This is an optimization exercise on Yosys and OpenROAD, whose aim is small area, a short achievable clock period and few clock cycles per item, not a production implementation. The RTL was checked by simulation tests, not by an equivalence proof against the original design. Power is estimated from default activity; no workload was simulated.

==> inputs of run A <==
Design fc_codec, start of the top module:
module fc_codec (
    input  wire       clk,
    input  wire       rst,         
    input  wire       req_valid,
    output wire       req_ready,
    input  wire [7:0] req_data,
    output wire       res_valid,
    input  wire       res_ready,
    output wire [7:0] res_data
);
clock: 10.0 ns
lec_check: 0
cap_margin: 20
core_margin: 2
core_utilization: 50
slew_margin: 20
standard.sh (not shown) runs the stock make flow with config.mk's settings and CLKGATE_MAP_FILE= SYNTH_SCRIPT=/design/flow/synth_recipe.tcl, a recipe that flattens the netlist after the stock synthesis.
==> flow/flow/run.sh <==
#!/bin/bash
# The standard layout (the standard.sh: standard synthesis, floorplan,
# power grid, placement, CTS and routing, all unchanged) with timing repair
# told to keep 6.7 ns of setup slack on the 10 ns clock, i.e. to aim at a
# 3.3 ns cycle, instead of stopping once paths fit in the clock.
set -euo pipefail
bash standard.sh SETUP_SLACK_MARGIN=6.7 finish > standard_flow.log 2>&1
==> run Y: changes against run A <==
--- a/flow/design.v
+++ b/flow/design.v
@@ -24,66 +24,78 @@
     reg [7:0] now;
     always @(posedge clk)
         if (rst) now <= 8'd0;
         else     now <= now + 8'd1;
     reg       iv, sv;
     reg       rdy_q;                     
     reg [7:0] ib, sb;
-    reg       ib_z, ib_ff, ib_op;
-    reg       sb_z, sb_ff, sb_op;
+    reg       ib_z, ib_ff, ib_op, ib_1;
+    reg       sb_z, sb_ff, sb_op, sb_1;
     wire      go;                        
     wire      take = req_valid && !sv;
     wire      in_z  = (req_data == 8'h00);
     wire      in_ff = (req_data == 8'hFF);
     wire      in_op = (req_data == 8'h01) || (req_data == 8'h02);
+    wire      in_1  = (req_data == 8'h01);
     assign req_ready = rdy_q;
     always @(posedge clk) begin
         if (rst) begin
             iv    <= 1'b0;
             sv    <= 1'b0;
             rdy_q <= 1'b1;
         end else if (go || !iv) begin
             rdy_q <= 1'b1;
             if (sv) begin
                 iv    <= 1'b1;
                 ib    <= sb;
                 ib_z  <= sb_z;
                 ib_ff <= sb_ff;
                 ib_op <= sb_op;
+                ib_1  <= sb_1;
                 sv    <= 1'b0;
             end else begin
                 iv    <= take;
                 ib    <= req_data;
                 ib_z  <= in_z;
                 ib_ff <= in_ff;
                 ib_op <= in_op;
+                ib_1  <= in_1;
             end
         end else if (take) begin
             rdy_q <= 1'b0;
             sv    <= 1'b1;
             sb    <= req_data;
             sb_z  <= in_z;
             sb_ff <= in_ff;
             sb_op <= in_op;
+            sb_1  <= in_1;
         end
     end
     wire [7:0] b = ib;
     wire       we;                       
     wire [1:0] wsel;                     
+    reg        wq;
+    reg  [1:0] wselq;
+    reg  [7:0] wdq;
+    always @(posedge clk) begin
+        wq    <= we && !rst;
+        wselq <= wsel;
+        wdq   <= b;
+    end
     wire [7:0] rq [0:255];
     genvar g;
     generate
         for (g = 0; g < 256; g = g + 1) begin : st
             reg [7:0] q;
-            if (g % 64 == 0) begin : wt
+            if (g % 64 == 1) begin : wt
                 always @(posedge clk)
-                    q <= (we && wsel == g / 64) ? b : rq[(g + 255) % 256];
+                    q <= (wq && wselq == g / 64) ? wdq : rq[g - 1];
             end else begin : sh
                 always @(posedge clk)
-                    q <= rq[g - 1];
+                    q <= rq[(g + 255) % 256];
             end
             assign rq[g] = q;
         end
     endgenerate
     reg  [1:0] qk [0:3];
     reg  [7:0] qa [0:3];
     reg  [2:0] qh, qt;                   
@@ -141,15 +153,17 @@
     wire       r_has = (rs[R_HDR] || rs[R_PAY]) && (rk == K_ENC || rk == K_DEC);
     wire [7:0] rp   = now - rdist - 8'd1;
     wire [7:0] base = r_has ? rp : (!s_empty ? hx : (dany ? cur_start : wa));
     reg  [8:0] free_r;
     reg  [7:0] base_r;       
     reg        wrote_r;
     reg        jo_r;
-    wire [7:0] jdist = now - wa;
+    reg  [7:0] jdist;                    
+    reg  [7:0] fm4_r;                    
+    reg        f4ok_r;                   
     reg        f1_r, f2_r;               
     reg        wt_r;                     
     wire       room  = wrote_r ? f2_r : f1_r;
     wire       wtap  = wt_r;
     reg        rw;                       
     wire [8:0] fr_n = {(base_r == wa), base_r - wa} - 9'd1;
     always @(posedge clk) begin
@@ -157,34 +171,39 @@
             f1_r    <= 1'b1;
             f2_r    <= 1'b1;
             wt_r    <= 1'b1;
             free_r  <= 9'd255;
             base_r  <= 8'd0;
             wrote_r <= 1'b0;
             jo_r    <= 1'b0;
+            fm4_r   <= 8'd251;
+            f4ok_r  <= 1'b1;
+            jdist   <= 8'd0;
         end else begin
             base_r  <= base;
             wt_r    <= we || ((now[5:0] + 6'd1) == (rw ? cur_start[5:0] : wa[5:0]));
             free_r  <= fr_n;
             f1_r    <= (fr_n != 9'd0);
             f2_r    <= (fr_n[8:1] != 8'd0);
             wrote_r <= we;
-            jo_r    <= (base_r == wa) || ({2'b0, jdist} + 10'd4 <= {1'b0, free_r});
+            fm4_r   <= fr_n[7:0] - 8'd4;
+            f4ok_r  <= (fr_n >= 9'd4);
+            jo_r    <= (base_r == wa) || (f4ok_r && (jdist <= fm4_r));
+            jdist   <= we ? (use_jump ? 8'd0 : jdist) :
+                       rw ? (now + 8'd1 - cur_start) : (jdist + 8'd1);
         end
     end
     reg [7:0]  c8;           
     reg [15:0] wrem;         
     reg [15:0] rrem;         
     reg [7:0]  wsum;         
     reg        inw;          
     reg        rl;           
     wire [16:0] maxw   = {1'b0, b, c8} + 17'd7;
-    wire        c8z    = (c8 == 8'd0);
-    wire        c8one  = (c8 == 8'd1);
-    wire        c8ff   = (c8 == 8'd255);
+    reg         c8z, c8one, c8ff;         
     wire [7:0]  wlen   = wa - cur_start;          
     wire [7:0]  sum_n  = wsum + b;
     wire [7:0]  lx     = c8 | b;
     wire [7:0]  sx_    = wsum | b;
     wire        lcs_ok = ((c8 ^ b) == {lx[6:0], 1'b0});
     wire        dcs_ok = ((wsum ^ b) == {sx_[6:0], 1'b0});
     wire d_live   = !sc[SC_RES];
@@ -199,15 +218,15 @@
                           (dec_nsc || (!d_decide && cut_nsc)) ? ST_NSC : ST_CKM;
     wire d_pay    = inw && sc[SC_PAY] && !rl;
     wire want_w   = ws[W_EPAY] || (ws[W_DRAW] && d_pay);
     wire first_w  = !wany;
     wire can_w    = first_w ? (jo_r || (wtap && room)) : (wtap && room);
     wire use_jump = first_w && jo_r;
     wire [7:0] waddr = use_jump ? now : wa;
-    assign wsel = use_jump ? 2'd0 : (now[7:6] - wa[7:6]);
+    assign wsel = use_jump ? 2'd0 : jdist[7:6];
     wire enc_bad = !ib_z || c8z || c8ff;           
     reg  want_p;
     always @(*) begin
         want_p = 1'b0;
         pk = K_FAIL;
         pa = b;
         if (ws[W_OP]) begin
@@ -271,14 +290,15 @@
                             ws[W_EN0] <= 1'b1;
                         else
                             ws[W_DM0] <= 1'b1;
                     end
                 end
                 if (ws[W_EN0]) begin
                     c8 <= b;
+                    {c8z, c8one, c8ff} <= {ib_z, ib_1, ib_ff};
                     ws[W_EN0] <= 1'b0;
                     ws[W_EN1] <= 1'b1;
                 end
                 if (ws[W_EN1]) begin
                     rrem <= {b, c8};
                     rl   <= 1'b0;
                     ws[W_EN1] <= 1'b0;
@@ -287,14 +307,15 @@
                     else if (enc_bad)
                         ws[W_SKIP] <= 1'b1;
                     else
                         ws[W_EPAY] <= 1'b1;
                 end
                 if (ws[W_EPAY]) begin
                     c8 <= c8 - 8'd1;
+                    {c8z, c8one, c8ff} <= {c8one, (c8 == 8'd2), c8z};
                     if (c8one) begin
                         ws[W_EPAY] <= 1'b0;
                         ws[W_OP]   <= 1'b1;
                     end
                 end
                 if (ws[W_SKIP]) begin
                     rrem <= rrem - 16'd1;
@@ -302,25 +323,27 @@
                     if (rl) begin
                         ws[W_SKIP] <= 1'b0;
                         ws[W_OP]   <= 1'b1;
                     end
                 end
                 if (ws[W_DM0]) begin
                     c8 <= b;
+                    {c8z, c8one, c8ff} <= {ib_z, ib_1, ib_ff};
                     ws[W_DM0] <= 1'b0;
                     ws[W_DM1] <= 1'b1;
                 end
                 if (ws[W_DM1]) begin
                     wrem <= maxw[16] ? 16'hFFFF : maxw[15:0];
                     inw  <= 1'b1;
                     ws[W_DM1] <= 1'b0;
                     ws[W_DR0] <= 1'b1;
                 end
                 if (ws[W_DR0]) begin
                     c8 <= b;
+                    {c8z, c8one, c8ff} <= {ib_z, ib_1, ib_ff};
                     ws[W_DR0] <= 1'b0;
                     ws[W_DR1] <= 1'b1;
                 end
                 if (ws[W_DR1]) begin
                     rrem <= {b, c8};
                     rl   <= ib_z && c8one;
                     sc   <= 7'd1 << SC_FIRST;
@@ -338,21 +361,23 @@
                         inw  <= (wrem != 16'd1);
                         if (sc[SC_FIRST] && ib_z)
                             sc <= 7'd1 << SC_ZEROS;
                         if (sc[SC_ZEROS] && ib_ff)
                             sc <= 7'd1 << SC_LEN;
                         if (sc[SC_LEN]) begin
                             c8 <= b;
+                            {c8z, c8one, c8ff} <= {ib_z, ib_1, ib_ff};
                             sc <= 7'd1 << SC_LCS;
                         end
                         if (sc[SC_LCS])
                             sc <= c8z ? (7'd1 << SC_DCS) : (7'd1 << SC_PAY);
                         if (sc[SC_PAY]) begin
                             wsum <= sum_n;
                             c8   <= c8 - 8'd1;
+                            {c8z, c8one, c8ff} <= {c8one, (c8 == 8'd2), c8z};
                             if (c8one)
                                 sc <= 7'd1 << SC_DCS;
                         end
                     end
                     if (d_resolve)
                         sc <= 7'd1 << SC_RES;
                     if (rl) begin
@@ -361,31 +386,36 @@
                     end
                 end
             end
         end
     end
     reg [3:0] rh;            
     reg [7:0] rsum;          
-    reg [7:0] lastb;         
-    reg       lastv;         
-    wire [7:0] rsum_all = rsum + (lastv ? lastb : 8'd0);
     reg       o0v, o1v;
     reg       o0e;                       
     reg [7:0] o0, o1;
+    reg [7:0] ro;                        
+    reg       newv;                      
+    reg [7:0] newb;
     wire      o0_free = o0e || res_ready;
+    wire [7:0] o0_n   = o1v ? o1 : newb;
     assign res_valid = o0v;
-    assign res_data  = o0;
+    assign res_data  = ro;
+    always @(posedge clk)
+        ro <= o0_free ? o0_n : o0;
     wire       rtap = (rdist[2:0] == 3'd7) && !rdist[7];
     wire [7:0] tapv [0:15];
     generate
         for (g = 0; g < 16; g = g + 1) begin : tp
-            assign tapv[g] = rq[8 * g + 7];
+            assign tapv[g] = rq[8 * g + 6];
         end
     endgenerate
-    wire [7:0] ring_byte = tapv[rdist[6:3]];
+    reg  [7:0] ring_byte;
+    always @(posedge clk)
+        ring_byte <= tapv[rdist[6:3]];
     wire       can_out = !o1v;
     wire [8:0] n7 = {1'b0, ra} + 9'd7;
     reg [7:0] hbyte;
     reg       hlast;
     always @(*) begin
         hbyte = 8'h00;
         hlast = 1'b0;
@@ -409,16 +439,14 @@
                          (hk == K_ENC) ? 8'h01 :
                          (hk == K_DEC) ? 8'h02 :
                          ((ha == ST_IPS) ? 8'h01 : 8'h02);
     assign pop  = rs[R_NEXT] && !q_empty && can_out;
     assign spop = pop && (hk == K_ENC || hk == K_DEC);
     wire r_avail = !(ws[W_EPAY] && wany && s_empty) || (ra != c8);
     wire rd_byte = rs[R_PAY] && can_out && r_avail && rtap;
-    reg       newv;
-    reg [7:0] newb;
     always @(*) begin
         newv = 1'b0;
         newb = ring_byte;
         if (rs[R_NEXT]) begin
             newv = pop;
             newb = op_byte;
         end
@@ -426,15 +454,15 @@
             newv = can_out;
             newb = hbyte;
         end
         if (rs[R_PAY])
             newv = rd_byte;
         if (rs[R_DCS]) begin
             newv = can_out;
-            newb = 8'd0 - rsum_all;
+            newb = 8'd0 - rsum;
         end
         if (rs[R_END]) begin
             newv = can_out;
             newb = 8'h00;
         end
     end
     always @(posedge clk) begin
@@ -458,34 +486,29 @@
                 end
             end else if (newv) begin
                 o1  <= newb;
                 o1v <= 1'b1;
             end
             if (!rd_byte)
                 rdist <= rdist + 8'd1;
-            if (rd_byte || lastv) begin
-                rsum  <= rsum_all;
-                lastb <= ring_byte;
-                lastv <= rd_byte;
-            end
             if (pop) begin
                 rk    <= hk;
                 ra    <= ha;
                 rdist <= now - hx;
                 rsum  <= 8'd0;
-                lastv <= 1'b0;
                 rh    <= 4'd1;
                 rs    <= 5'd1 << R_HDR;
             end
             if (rs[R_HDR] && can_out) begin
                 rh <= rh + 4'd1;
                 if (hlast)
                     rs <= (rk == K_ENC || rk == K_DEC) ? (5'd1 << R_PAY) : (5'd1 << R_NEXT);
             end
             if (rd_byte) begin
+                rsum <= rsum + ring_byte;
                 ra   <= ra - 8'd1;
                 if (ra == 8'd1)
                     rs <= (rk == K_ENC) ? (5'd1 << R_DCS) : (5'd1 << R_NEXT);
             end
             if (rs[R_DCS] && can_out)
                 rs <= 5'd1 << R_END;
             if (rs[R_END] && can_out)
==> flow/config.mk (replaced) <==
export PLATFORM = sky130hd
export DESIGN_NAME = fc_codec
export DESIGN_NICKNAME = fc_codec
export VERILOG_FILES = /design/flow/design.v
export SDC_FILE = /design/flow/constraint.sdc
export NUM_CORES = 4
export LEC_CHECK = 0
export CAP_MARGIN = 20
export CORE_MARGIN = 2
export CORE_UTILIZATION = 60
export CTS_CLUSTER_DIAMETER = 80
export CTS_CLUSTER_SIZE = 30
export SLEW_MARGIN = 20
==> comparison <==
Of run A and run Y, run Y has the higher register-to-register slack (gap 0.09 ns). Of run Y and run A, run Y has the higher via count (gap 2.1%, measured against run A). In critical path depth, run A and run Y do not differ. In run Y the count of clock-buffer cells in the layout is lower than in run A, by 178. In run Y the clock power is lower than in run A, by about 40%. Of run A and run Y, run Y has the higher global-route usage (gap 3.0 points). Of run A and run Y, run Y has the higher fmax (gap 6.5%, measured against run Y). Of run Y and run A, run Y has the higher sequential power (gap about 2%, measured against run A). Of run A and run Y, run Y has the higher area after synthesis (gap 2.4%, measured against run Y). Of run A and run Y, run A has the higher non-clock buffer count (gap 7).
Testbench counts of run A, summed over its fixed seeds: cycles 38,935, items 1,280.
Testbench counts of run Y, summed over its fixed seeds: cycles 38,935, items 1,280.

-- what the ideal ports hide --
In the flow no input, the clock included, has a driving cell. The finished layouts below were timed again as built, in two steps. Step 1: set_driving_cell puts a clkbuf_16 on clk and a buf_2 on each other input, an assumption about the parent block. Step 2 also shifts input and output timing later by t, the mid clock arrival at the registers, as if the neighbouring blocks saw the same clock. a / b / c = ideal / step 1 / step 2; a / b = the first two.
| run | t (ns) | setup slack, ns | worst setup path after step 2 | latest minus earliest clock arrival (ns) |
|---|---|---|---|---|
| run A | 0.859 | 6.509 / 6.440 / 6.099 | input to register | 0.041 / 0.041 |
| run Y | 0.772 | 6.738 / 6.669 / 6.015 | input to register | 0.047 / 0.047 |
After both steps setup and hold are still met in every run listed. The setup slack of run Y, which loses most, moves by -0.069 ns with the drivers and by -0.723 ns with both steps.
